What follows belongs to an exercise in optimizing a design on an open flow for small area and few clock cycles; a production flow would make more cautious choices. The RTL was checked by simulation tests, not by an equivalence proof against the original design.

main:
==> module mono_raster, before the edit <==
module mono_raster (
    input             clk,
    input             rst,
    input             start,
    input             cfg_dither,
    input      [15:0] cfg_width,
    input      [15:0] cfg_height,
    output            idle,
    output            err,
    input             pix_valid,
    input      [31:0] pix_data,
    output            pix_ready,
    output            out_valid,
    output     [7:0]  out_data,
    output            out_last,
    input             out_ready
);
    localparam MAXW = 384;
    localparam FD   = 2;         
    localparam S_IDLE  = 2'd0;
    localparam S_PIX   = 2'd2;
    localparam S_DRAIN = 2'd3;
    reg  [1:0]  state;
    reg         err_r;
    reg         mode_d;
    reg  [8:0]  wm1;         
    reg  [15:0] rows;        
    reg         first_row;
    reg  [2:0]  hdr_cnt;     
    reg  [8:0]  slot;        
    reg  [8:0]  col;         
    reg  [7:0]  acc;
    reg         ov;
    reg  [7:0]  od;
    reg         ol;
    reg  [6:0]         seg0 [0:7];
    reg  [6:0]         seg1 [0:7];
    reg  [6:0]         seg2 [0:15];
    reg  [6:0]         seg3 [0:31];
    reg  [6:0]         seg4 [0:63];
    reg  [6:0]         seg5 [0:127];
    reg  [6:0]         seg6 [0:127];
    reg  [5:0]         ccode;               
    wire out_free = !ov || out_ready;
    wire hdr_done = hdr_cnt[2];
    assign idle      = (state == S_IDLE);
    assign err       = err_r;
    assign out_valid = ov;
    assign out_data  = od;
    assign out_last  = ol;
    wire cfg_bad = (cfg_width == 16'd0) || (cfg_width > MAXW) || (cfg_height == 16'd0);
    wire [8:0] lm1 = {wm1[8:3], 3'b111};
    wire [5:0] bw = wm1[8:3] + 6'd1;
    reg  [7:0] hdr_byte;
    always @(*) begin
        case (hdr_cnt[1:0])
            2'd0: hdr_byte = {2'b00, bw};
            2'd1: hdr_byte = 8'd0;
            2'd2: hdr_byte = rows[7:0];
            default: hdr_byte = rows[15:8];
        endcase
    end
    wire [7:0] in_val;
    mr_conv u_conv (.px(pix_data), .md(mode_d), .q(in_val));
    reg  [7:0] fifo [0:FD-1];
    reg        f_wp, f_rp;
    reg  [1:0] f_cnt;
    wire       f_empty = (f_cnt == 2'd0);
    wire [7:0] luma    = fifo[f_rp];
    wire last_col  = (slot == wm1);
    wire last_slot = (slot == lm1);
    wire last_row  = (rows == 16'd1);
    wire byte_done = (slot[2:0] == 3'd7) || last_col;
    wire [6:0] o0 = seg0[7];
    wire [6:0] o1 = wm1[3] ? seg1[7] : o0;
    wire [6:0] o2 = wm1[4] ? seg2[15] : o1;
    wire [6:0] o3 = wm1[5] ? seg3[31] : o2;
    wire [6:0] o4 = wm1[6] ? seg4[63] : o3;
    wire [6:0] o5 = (wm1[7] || wm1[8]) ? seg5[127] : o4;
    wire [6:0] tapv = wm1[8] ? seg6[127] : o5;
    wire [6:0] code_l = (slot == 9'd0) ? 7'd0 : seg0[0];
    wire [6:0] code_a = first_row ? 7'd0 : tapv;
    wire [5:0] code_c = (first_row || slot == 9'd0) ? 6'd0 : ccode;
    wire [8:0] u;
    mr_vsum u_vsum (.luma(luma), .L(code_l), .A(code_a), .C(code_c), .u(u));
    wire       white = u[8];                        
    wire       neg = !u[7];
    wire       inc = !(u[8] ^ u[7]);
    wire [6:0] mx  = u[6:0] ^ {7{neg}};
    wire [6:0] mag;
    wire [7:0] mc;
    assign mc[0] = inc;
    genvar gi;
    generate
        for (gi = 0; gi < 7; gi = gi + 1) begin : inc_
            assign mag[gi]  = mx[gi] ^ mc[gi];
            assign mc[gi+1] = mx[gi] & mc[gi];
        end
    endgenerate
    wire       g0  = mag[2] ? mag[1] : (mag[1] & mag[0]);
    wire [6:0] code_new = {neg, {mag[6:3], mag[2], g0} ^ {6{neg}}};
    wire       bit_v   = mode_d ? !white : !luma[2];
    wire [7:0] acc_new = acc | ({7'd0, bit_v} << (3'd7 - slot[2:0]));
    wire pix_fire = (state == S_PIX) && !f_empty && (slot == col) && (!byte_done || (hdr_done && out_free));
    assign pix_ready = (state == S_PIX) && (f_cnt != FD);
    wire in_fire = pix_valid && pix_ready;
    integer k;
    always @(posedge clk) begin
        seg0[0] <= pix_fire ? code_new : tapv;
        seg1[0] <= o0;
        seg2[0] <= o1;
        seg3[0] <= o2;
        seg4[0] <= o3;
        seg5[0] <= o4;
        seg6[0] <= o5;
        for (k = 1; k < 8; k = k + 1) begin
            seg0[k] <= seg0[k-1];
            seg1[k] <= seg1[k-1];
        end
        for (k = 1; k < 16; k = k + 1)
            seg2[k] <= seg2[k-1];
        for (k = 1; k < 32; k = k + 1)
            seg3[k] <= seg3[k-1];
        for (k = 1; k < 64; k = k + 1)
            seg4[k] <= seg4[k-1];
        for (k = 1; k < 128; k = k + 1) begin
            seg5[k] <= seg5[k-1];
            seg6[k] <= seg6[k-1];
        end
        if (pix_fire) begin
            ccode <= tapv[6:1];
        end
        if (in_fire)
            fifo[f_wp] <= in_val;
    end
    always @(posedge clk) begin
        if (state == S_IDLE) begin
            f_wp  <= 1'b0;
            f_rp  <= 1'b0;
            f_cnt <= 2'd0;
        end else begin
            if (in_fire)
                f_wp <= !f_wp;
            if (pix_fire)
                f_rp <= !f_rp;
            f_cnt <= f_cnt + in_fire - pix_fire;
        end
    end
    always @(posedge clk) begin
        if (rst) begin
            state     <= S_IDLE;
            err_r     <= 1'b0;
            ov        <= 1'b0;
        end else begin
            if (out_ready)
                ov <= 1'b0;
            case (state)
                S_IDLE: begin
                    if (start) begin
                        if (cfg_bad) begin
                            err_r <= 1'b1;
                        end else begin
                            err_r     <= 1'b0;
                            mode_d    <= cfg_dither;
                            wm1       <= cfg_width[8:0] - 9'd1;
                            rows      <= cfg_height;
                            first_row <= 1'b1;
                            hdr_cnt   <= 3'd0;
                            slot      <= 9'd0;
                            col       <= 9'd0;
                            acc       <= 8'd0;
                            state     <= S_PIX;
                        end
                    end
                end
                S_PIX: begin
                    if (!(first_row && col == 9'd0 && !pix_fire))
                        slot <= last_slot ? 9'd0 : slot + 9'd1;
                    if (!hdr_done && out_free) begin
                        ov      <= 1'b1;
                        od      <= hdr_byte;
                        ol      <= 1'b0;
                        hdr_cnt <= hdr_cnt + 3'd1;
                    end
                    if (pix_fire) begin
                        if (byte_done) begin
                            ov  <= 1'b1;
                            od  <= acc_new;
                            ol  <= last_col && last_row;
                            acc <= 8'd0;
                        end else begin
                            acc <= acc_new;
                        end
                        if (last_col) begin
                            col       <= 9'd0;
                            rows      <= rows - 16'd1;
                            first_row <= 1'b0;
                            if (last_row)
                                state <= S_DRAIN;
                        end else begin
                            col <= col + 9'd1;
                        end
                    end
                end
                default: begin  
                    if (out_free)
                        state <= S_IDLE;
                end
            endcase
        end
    end
endmodule
export LEC_CHECK = 0
export CAP_MARGIN = 20
export CORE_MARGIN = 2
export CORE_UTILIZATION = 40
export SLEW_MARGIN = 20
export SYNTH_HIERARCHICAL = 1
create_clock -name core_clock -period 22.0 [get_ports {clk}]
standard.sh (not shown) runs the stock make flow with config.mk's settings and CLKGATE_MAP_FILE= SYNTH_SCRIPT=/design/flow/synth_recipe.tcl, a recipe that flattens the netlist after the stock synthesis.
==> flow/flow/run.sh <==
#!/bin/bash
# The standard ORFS flow, with two changes: clock tree synthesis inserts no
# dummy loads, and the port buffers are the smallest buffer cell.
set -euo pipefail
bash standard.sh \
  "CTS_ARGS=-sink_clustering_enable -repair_clock_nets -dont_use_dummy_load -sink_clustering_size 22 -sink_clustering_max_diameter 60 -buf_list sky130_fd_sc_hd__clkbuf_8" \
  "BUFFER_PORTS_ARGS=-buffer_cell sky130_fd_sc_hd__buf_1" \
  finish > flow.log 2>&1
main: all stages complete, timing, DRC and antenna checks passed
Testbench counts of main, summed over its fixed seeds: cycles 267,576.
Modified inputs, the feature branch compared to main
--- a/flow/design.v
+++ b/flow/design.v
@@ -25,14 +25,13 @@
     reg         mode_d;
     reg  [8:0]  wm1;         
     reg  [15:0] rows;        
     reg         first_row;
     reg  [2:0]  hdr_cnt;     
     reg  [8:0]  slot;        
-    reg  [8:0]  col;         
-    reg  [7:0]  acc;
+    reg  [8:0]  lag;         
     reg         ov;
     reg  [7:0]  od;
     reg         ol;
     reg  [6:0]         seg0 [0:7];
     reg  [6:0]         seg1 [0:7];
     reg  [6:0]         seg2 [0:15];
@@ -40,16 +39,17 @@
     reg  [6:0]         seg4 [0:63];
     reg  [6:0]         seg5 [0:127];
     reg  [6:0]         seg6 [0:127];
     reg  [5:0]         ccode;               
     wire out_free = !ov || out_ready;
     wire hdr_done = hdr_cnt[2];
+    wire hdr_pend = (state == S_PIX) && !hdr_done;
     assign idle      = (state == S_IDLE);
     assign err       = err_r;
-    assign out_valid = ov;
-    assign out_data  = od;
+    assign out_valid = ov || hdr_pend;
+    assign out_data  = hdr_pend ? hdr_byte : od;
     assign out_last  = ol;
     wire cfg_bad = (cfg_width == 16'd0) || (cfg_width > MAXW) || (cfg_height == 16'd0);
     wire [8:0] lm1 = {wm1[8:3], 3'b111};
     wire [5:0] bw = wm1[8:3] + 6'd1;
     reg  [7:0] hdr_byte;
     always @(*) begin
@@ -97,14 +97,18 @@
             assign mc[gi+1] = mx[gi] & mc[gi];
         end
     endgenerate
     wire       g0  = mag[2] ? mag[1] : (mag[1] & mag[0]);
     wire [6:0] code_new = {neg, {mag[6:3], mag[2], g0} ^ {6{neg}}};
     wire       bit_v   = mode_d ? !white : !luma[2];
-    wire [7:0] acc_new = acc | ({7'd0, bit_v} << (3'd7 - slot[2:0]));
-    wire pix_fire = (state == S_PIX) && !f_empty && (slot == col) && (!byte_done || (hdr_done && out_free));
+    wire [7:0] od_new = ((slot[2:0] == 3'd0) ? 8'd0 : od) | ({7'd0, bit_v} << (3'd7 - slot[2:0]));
+    wire in_slot  = (lag == 9'd0);
+    wire pix_fire = (state == S_PIX) && !f_empty && in_slot && out_free && (!byte_done || hdr_done);
+    wire slot_hold = first_row && (slot == 9'd0) && in_slot && !pix_fire;
+    wire [8:0] slot_next = last_slot ? 9'd0 : slot + 9'd1;
+    wire last_lag  = (lag[2:0] == 3'd7) && (lag[8:3] == wm1[8:3]);
     assign pix_ready = (state == S_PIX) && (f_cnt != FD);
     wire in_fire = pix_valid && pix_ready;
     integer k;
     always @(posedge clk) begin
         seg0[0] <= pix_fire ? code_new : tapv;
         seg1[0] <= o0;
@@ -163,45 +167,39 @@
                             err_r     <= 1'b0;
                             mode_d    <= cfg_dither;
                             wm1       <= cfg_width[8:0] - 9'd1;
                             rows      <= cfg_height;
                             first_row <= 1'b1;
                             hdr_cnt   <= 3'd0;
+                            ol        <= 1'b0;
                             slot      <= 9'd0;
-                            col       <= 9'd0;
-                            acc       <= 8'd0;
+                            lag       <= 9'd0;
                             state     <= S_PIX;
                         end
                     end
                 end
                 S_PIX: begin
-                    if (!(first_row && col == 9'd0 && !pix_fire))
-                        slot <= last_slot ? 9'd0 : slot + 9'd1;
-                    if (!hdr_done && out_free) begin
-                        ov      <= 1'b1;
-                        od      <= hdr_byte;
-                        ol      <= 1'b0;
+                    if (!slot_hold)
+                        slot <= slot_next;
+                    if (pix_fire)
+                        lag <= last_col ? slot_next : 9'd0;
+                    else if (!slot_hold)
+                        lag <= last_lag ? 9'd0 : lag + 9'd1;
+                    if (hdr_pend && out_ready)
                         hdr_cnt <= hdr_cnt + 3'd1;
-                    end
                     if (pix_fire) begin
+                        od <= od_new;
                         if (byte_done) begin
-                            ov  <= 1'b1;
-                            od  <= acc_new;
-                            ol  <= last_col && last_row;
-                            acc <= 8'd0;
-                        end else begin
-                            acc <= acc_new;
+                            ov <= 1'b1;
+                            ol <= last_col && last_row;
                         end
                         if (last_col) begin
-                            col       <= 9'd0;
                             rows      <= rows - 16'd1;
                             first_row <= 1'b0;
                             if (last_row)
                                 state <= S_DRAIN;
-                        end else begin
-                            col <= col + 9'd1;
                         end
                     end
                 end
                 default: begin  
                     if (out_free)
                         state <= S_IDLE;
### Flow results
Looking at via count of the first global-routing pass, the feature branch sits 379 lower than main does. Post-route core utilization essentially unchanged between the feature branch and main. Across both runs, post-route minimum period was higher for the feature branch than for main. Footprint of the flip-flops and latches, the feature branch and main, higher one = main. Number of fillers in the final layout shrinks by a few percent when moving from main to the feature branch. The feature branch: routed wire length lower than main. The feature branch vs main: number of ordinary and repair buffers in the finished layout down in the feature branch.
Testbench counts of the feature branch, summed over its fixed seeds: cycles 267,576.

==> separate check: timing with driven ports <==
How much do the figures lean on ideal ports? The routed layouts below were timed once more, with nothing changed but the port constraints.
Step 1, drivers: a clkbuf_16 drives clk and a buf_2 each remaining input, both assumed.
Step 2 times the ports against the registers' clock, not the clock port: input delays grow and output delays shrink by t, the midpoint of the rising clock arrivals with the driver on.
Three values: no drivers, after step 1, after step 2; two values: the first two.
run	shift t [ns]	setup WS [ns]	worst setup path after step 2
main	0.880	11.310 / 11.347 / 10.467	input to register
the feature branch	0.923	10.657 / 10.705 / 9.782	input to register
After both steps every run listed still meets setup and hold. For the feature branch, which loses most, drivers alone change the setup slack by +0.048 ns; drivers and shift together by -0.875 ns.
